This design comes from an exercise in tuning for small area on the open sky130 flow, not from production work. The RTL was checked by simulation tests, not by an equivalence proof against the original design. The clock port is modelled as an ideal driver; clocking choices that lean on that would not hold on a real chip. Power is estimated from default activity; no workload was simulated.

==> flow/design.v (excerpt) <==
module kt8_core (
    input  wire        clk,
    input  wire        rst,           
    input  wire        start,         
    input  wire [15:0] start_addr,    
    input  wire        suspend,       
    output reg         mem_req,
    output reg         mem_we,
    output reg  [15:0] mem_addr,
    output reg  [7:0]  mem_wdata,
    input  wire [7:0]  mem_rdata,
    input  wire        mem_ready,
    output wire        busy,
    output wire        halted,
    output wire        faulted,
    output wire [2:0]  fault_code,
    output wire        retire,
    output wire [15:0] pc,
    output wire [7:0]  a,
    output wire [7:0]  w,
    output wire [7:0]  x,
    output wire [7:0]  y,
    output wire [7:0]  z,
    output wire [7:0]  sp,
    output wire [7:0]  flags
);
    localparam [4:0] S_BND  = 5'b00000,   
                     S_INC  = 5'b00001,   
                     S_SHH  = 5'b00010,   
                     S_PCX  = 5'b00100,   
                     S_ENDP = 5'b00101,   
                     S_PSHT = 5'b00110,   
                     S_EX   = 5'b01000,   
                     S_SPX  = 5'b01001,   
                     S_OPF  = 5'b10000,   
                     S_RD1  = 5'b10001,   
                     S_RD2  = 5'b10010,   
                     S_RDM  = 5'b10011,   
                     S_WR   = 5'b10100,   
                     S_WAIT = 5'b10101,   
                     S_DSP  = 5'b10110,   
                     S_RET  = 5'b10111,   
                     S_IDLE = 5'b11000,
                     S_HALT = 5'b11110;
    localparam [2:0] F_SEGMENT = 3'd1, F_HEADER = 3'd2, F_ILLEGAL = 3'd3,
                     F_STACK   = 3'd4, F_ADDRESS = 3'd5;
    reg [4:0]  state;
    reg [3:0]  cnt;
    reg        cy;         
    reg        ph;         
    reg        ex;         
    reg        boot;       
    reg [15:0] rpc, ar;
    reg [15:0] endr;
    reg        e16;
    reg [7:0]  ra, rw, rx, ry, rz, rsp, t;
    reg [6:0]  op;
    reg  [7:0] rfl;
    wire ended = state[4] & state[3];
    assign busy       = ~ended;
    assign halted     = (state == S_HALT);
  ...
==> flow/config.mk <==
export PLATFORM = sky130hd
export DESIGN_NAME = kt8_core
export DESIGN_NICKNAME = kt8_core
export VERILOG_FILES = /design/flow/design.v
export SDC_FILE = /design/flow/constraint.sdc
export NUM_CORES = 4
export LEC_CHECK = 0
export ABC_AREA = 1
export CAP_MARGIN = 20
export CORE_MARGIN = 2
export CORE_UTILIZATION = 40
export SLEW_MARGIN = 20
==> flow/constraint.sdc <==
create_clock -name core_clock -period 10.0 [get_ports {clk}]
set_input_delay 2.0000 -clock core_clock [delete_from_list [all_inputs] [get_ports {clk}]]
set_output_delay 2.0000 -clock core_clock [all_outputs]
set_load 0.01 [all_outputs]
standard.sh (not shown) runs the stock make flow with config.mk's settings and CLKGATE_MAP_FILE= SYNTH_SCRIPT=/design/flow/synth_recipe.tcl, a recipe that flattens the netlist after the stock synthesis.
==> flow/flow/run.sh <==
#!/bin/bash
set -euo pipefail
HERE=$PWD
{
  echo "proc abc {args} {"
  echo "  set i [lsearch \$args -script]"
  echo "  set args [lreplace \$args [expr {\$i+1}] [expr {\$i+1}] $HERE/flow/abc_deep.script]"
  echo "  yosys abc {*}\$args"
  echo "}"
  cat synth_recipe.tcl
} > my_synth.tcl
sed "s#SYNTH_SCRIPT=[^ ]*#SYNTH_SCRIPT=$HERE/my_synth.tcl#" standard.sh > my_standard.sh
export BUFFER_PORTS_ARGS="-buffer_cell sky130_fd_sc_hd__buf_1"
export CTS_ARGS="-sink_clustering_enable -repair_clock_nets -dont_use_dummy_load -buf_list sky130_fd_sc_hd__clkbuf_4"
export POST_CTS_TCL="$HERE/flow/post_cts.tcl"
bash my_standard.sh > standard.log 2>&1
==> flow/flow/abc_deep.script <==
strash
&get -n
&deepsyn -T 120
&put
dch -f
amap -F 10 -A 30
topo
dnsize
==> flow/flow/post_cts.tcl <==
proc clkbuf_sink_slew {inst} {
  set net [get_nets -of_objects [get_pins [get_full_name $inst]/X]]
  set ws 0
  foreach p [get_pins -of_objects $net] {
    set s [get_property $p slew_max]
    if {$s > $ws} { set ws $s }
  }
  return $ws
}
proc clkbuf4s {} {
  set l {}
  foreach inst [get_cells *] {
    if {[get_property $inst ref_name] eq "sky130_fd_sc_hd__clkbuf_4"} { lappend l $inst }
  }
  return $l
}
estimate_parasitics -placement
set up 0
foreach inst [clkbuf4s] {
  set drives_buf 0
  set net [get_nets -of_objects [get_pins [get_full_name $inst]/X]]
  foreach p [get_pins -of_objects $net] {
    if {[string match *clkbuf* [get_property [get_cells -of_objects $p] ref_name]] && [get_property $p direction] eq "input"} { set drives_buf 1 }
  }
  if {$drives_buf} { replace_cell $inst sky130_fd_sc_hd__clkbuf_8; incr up }
}
estimate_parasitics -placement
foreach inst [clkbuf4s] {
  if {[clkbuf_sink_slew $inst] > 0.110} { replace_cell $inst sky130_fd_sc_hd__clkbuf_8; incr up }
}
puts "post_cts: upsized $up clock buffers"
detailed_placement
check_placement
estimate_parasitics -placement
set ws 0
foreach p [get_pins -hierarchical */CLK] { set s [get_property $p slew_max]; if {$s > $ws} {set ws $s} }
puts "post_cts: worst flip-flop clock slew $ws"
Next try:
--- a/flow/design.v
+++ b/flow/design.v
@@ -18,24 +18,25 @@
     output wire [15:0] pc,
     output wire [7:0]  a,
     output wire [7:0]  w,
     output wire [7:0]  x,
     output wire [7:0]  y,
     output wire [7:0]  z,
     output wire [7:0]  sp,
     output wire [7:0]  flags
 );
     localparam [4:0] S_BND  = 5'b00000,   
                      S_INC  = 5'b00001,   
                      S_SHH  = 5'b00010,   
+                     S_IDX  = 5'b00011,   
                      S_PCX  = 5'b00100,   
                      S_ENDP = 5'b00101,   
                      S_PSHT = 5'b00110,   
                      S_EX   = 5'b01000,   
                      S_SPX  = 5'b01001,   
                      S_OPF  = 5'b10000,   
                      S_RD1  = 5'b10001,   
                      S_RD2  = 5'b10010,   
                      S_RDM  = 5'b10011,   
                      S_WR   = 5'b10100,   
                      S_WAIT = 5'b10101,   
                      S_DSP  = 5'b10110,   
@@ -185,25 +186,24 @@
             3'd0:    br_taken =  rfl[0];    
             3'd1:    br_taken = !rfl[1];    
             3'd2:    br_taken =  rfl[1];    
             3'd3:    br_taken = !rfl[7];    
             default: br_taken =  rfl[7];    
         endcase
     end
     wire pass  = ~state[4];
     wire first = (cnt == 4'd0);
     wire last  = (cnt[2:0] == 3'd7) && (cnt[3] || state[3]);
     wire hsel_ar = (cnt[3] == ph);       
     wire hsel_pc = (cnt[3] == ~ph);      
-    wire idxm    = (mode == M_IDX) && !ex && !boot;
     function [7:0] rf;
         input [2:0] i;
         begin
             case (i)
                 3'd1:    rf = ra;
                 3'd2:    rf = rw;
                 3'd3:    rf = rx;
                 3'd4:    rf = ry;
                 default: rf = rz;
             endcase
         end
     endfunction
@@ -232,29 +232,31 @@
         case (state)
             S_BND: begin
                 u = rpc[0]; bb = ~endr[0]; cinit = 1'b1;
                 pc_sh = 1'b1; end_sh = 1'b1;
                 ar_sh = 1'b1; ar_in = rpc[0];
             end
             S_INC: begin
                 u = ar[0]; cinit = 1'b1;
                 ar_sh = 1'b1; ar_in = sum;
                 pc_sh = boot & ~ph; pc_in = ar[0];
             end
             S_SHH: begin
-                u = ar[0]; bb = rw[0];
-                ar_sh = 1'b1;
-                ar_in = hsel_ar ? (idxm ? 1'b0 : t[0]) : (idxm ? sum : ar[0]);
+                ar_sh = 1'b1; ar_in = hsel_ar ? t[0] : ar[0];
                 t_sh = 1'b1; t_in = (hsel_ar && is_pop) ? 1'b0 : t[0];
             end
+            S_IDX: begin
+                u = ar[0]; bb = rw[0];
+                ar_sh = 1'b1; ar_in = cnt[3] ? 1'b0 : sum;
+            end
             S_PCX: begin
                 if (kind == K_JMP || kind == K_JFN || kind == K_JMPI || kind == K_RET) begin
                     u = ar[0]; ar_sh = 1'b1;
                 end else
                     u = rpc[0];
                 if (kind == K_BR && br_taken) begin
                     bb = cnt[3] ? t[7] : t[0];
                     t_sh = ~cnt[3];
                 end else
                     bb = (cnt[3:1] == 3'd0);
                 pc_sh = 1'b1; pc_in = sum;
             end
@@ -345,25 +347,25 @@
         mem_we    = (state == S_WR);
         mem_addr  = (is_stk && (state == S_RDM || state == S_WR)) ? {8'h01, rsp} : ar;
         mem_wdata = t;
     end
     wire xfer = mem_req && mem_ready;
     wire start_take = start && ended;
     wire clr = rst || start_take;
     wire [5:1] rf_en, rf_dst;
     genvar gi;
     generate for (gi = 1; gi <= 5; gi = gi + 1) begin : g_rf
         assign rf_dst[gi] = rf_sh_dst && (dst_i == gi);
         assign rf_en[gi]  = rf_dst[gi] || (rf_sh_src && (src_i == gi)) ||
-                            (gi == 2 && state == S_SHH && idxm && !cnt[3]);
+                            (gi == 2 && state == S_IDX && !cnt[3]);
     end endgenerate
     always @(posedge clk) begin
         if (pc_sh)  rpc  <= {pc_in, rpc[15:1]};
         if (ar_sh)  ar   <= {ar_in, ar[15:1]};
         if (end_sh) endr <= {end_in, endr[15:1]};
         if (t_sh)   t    <= {t_in, t[7:1]};
         if (sp_sh)  rsp  <= {sp_in, rsp[7:1]};
         if (rf_en[1]) ra <= {rf_dst[1] ? res : ra[0], ra[7:1]};
         if (rf_en[2]) rw <= {rf_dst[2] ? res : rw[0], rw[7:1]};
         if (rf_en[3]) rx <= {rf_dst[3] ? res : rx[0], rx[7:1]};
         if (rf_en[4]) ry <= {rf_dst[4] ? res : ry[0], ry[7:1]};
         if (rf_en[5]) rz <= {rf_dst[5] ? res : rz[0], rz[7:1]};
@@ -388,25 +390,27 @@
             S_OPF: if (xfer) begin
                 op <= mem_rdata[6:0];
                 ph <= 1'b0;
                 ex <= 1'b0;
                 if (boot ? (mem_rdata != 8'h7F) : mem_rdata[7])
                     state <= 5'b11000 | (boot ? F_HEADER : F_ILLEGAL);
                 else
                     state <= S_INC;
             end
             S_INC: if (last) state <= ph ? S_RD2 : S_RD1;
             S_RD1: if (xfer) begin t <= mem_rdata; ph <= 1'b1; state <= S_INC; end
             S_RD2: if (xfer) begin ar[7:0] <= mem_rdata; state <= S_SHH; end
-            S_SHH: if (last) state <= (ex && is_pop) ? S_WR : S_DSP;
+            S_SHH: if (last) state <= (ex && is_pop) ? S_WR :
+                                      (mode == M_IDX && !boot) ? S_IDX : S_DSP;
+            S_IDX: if (last) state <= S_DSP;
             S_DSP: begin
                 ph <= 1'b0;
                 ex <= 1'b1;
                 if (boot) state <= S_PCX;
                 else if (kind == K_ILL || (kind == K_MOV && !mov_ok))
                     state <= 5'b11000 | F_ILLEGAL;
                 else if (is_pop)
                     state <= sp_full ? (5'b11000 | F_STACK) : S_SPX;
                 else case (kind)
                     K_JMPI: begin
                         if (ex) state <= S_PCX;
                         else if (ar_hi1 && ar[0]) state <= 5'b11000 | F_ADDRESS;
Result: Clock-buffer cell count does not change. Clock skew fell by 0.011 ns. Final area grows slightly. Routed wire length came out higher by a little under a tenth. Power rose by a few percent. Setup slack got worse by 1.0 ns. Die area went up slightly.

## static timing again, ports no longer ideal
How much do the figures lean on ideal ports? The routed layouts below were timed once more, with nothing changed but the port constraints. Step 1 (the two cells are an assumption about what drives the block):
set clk [get_ports {clk}]
set_driving_cell -lib_cell sky130_fd_sc_hd__clkbuf_16 $clk
set_driving_cell -lib_cell sky130_fd_sc_hd__buf_2 [delete_from_list [all_inputs] $clk]
Step 2 adds t to the input delays and takes it off the output delays; t is the mean of the earliest and latest rising clock arrival at the registers after step 1. Input paths then give back, and output paths get back, about the clock's delay inside the block. a / b / c = ideal / step 1 / step 2; a / b = the first two.
run	shift t [ns]	setup WS [ns]	worst setup path after step 2
the first run	0.465	3.888 / 3.887 / 3.887	register to register
the second run	0.458	2.869 / 2.869 / 2.869	register to register
After both steps every run listed still meets setup and hold. The setup slack of the first run, which loses most, moves by -0.001 ns with the drivers and by -0.001 ns with both steps.
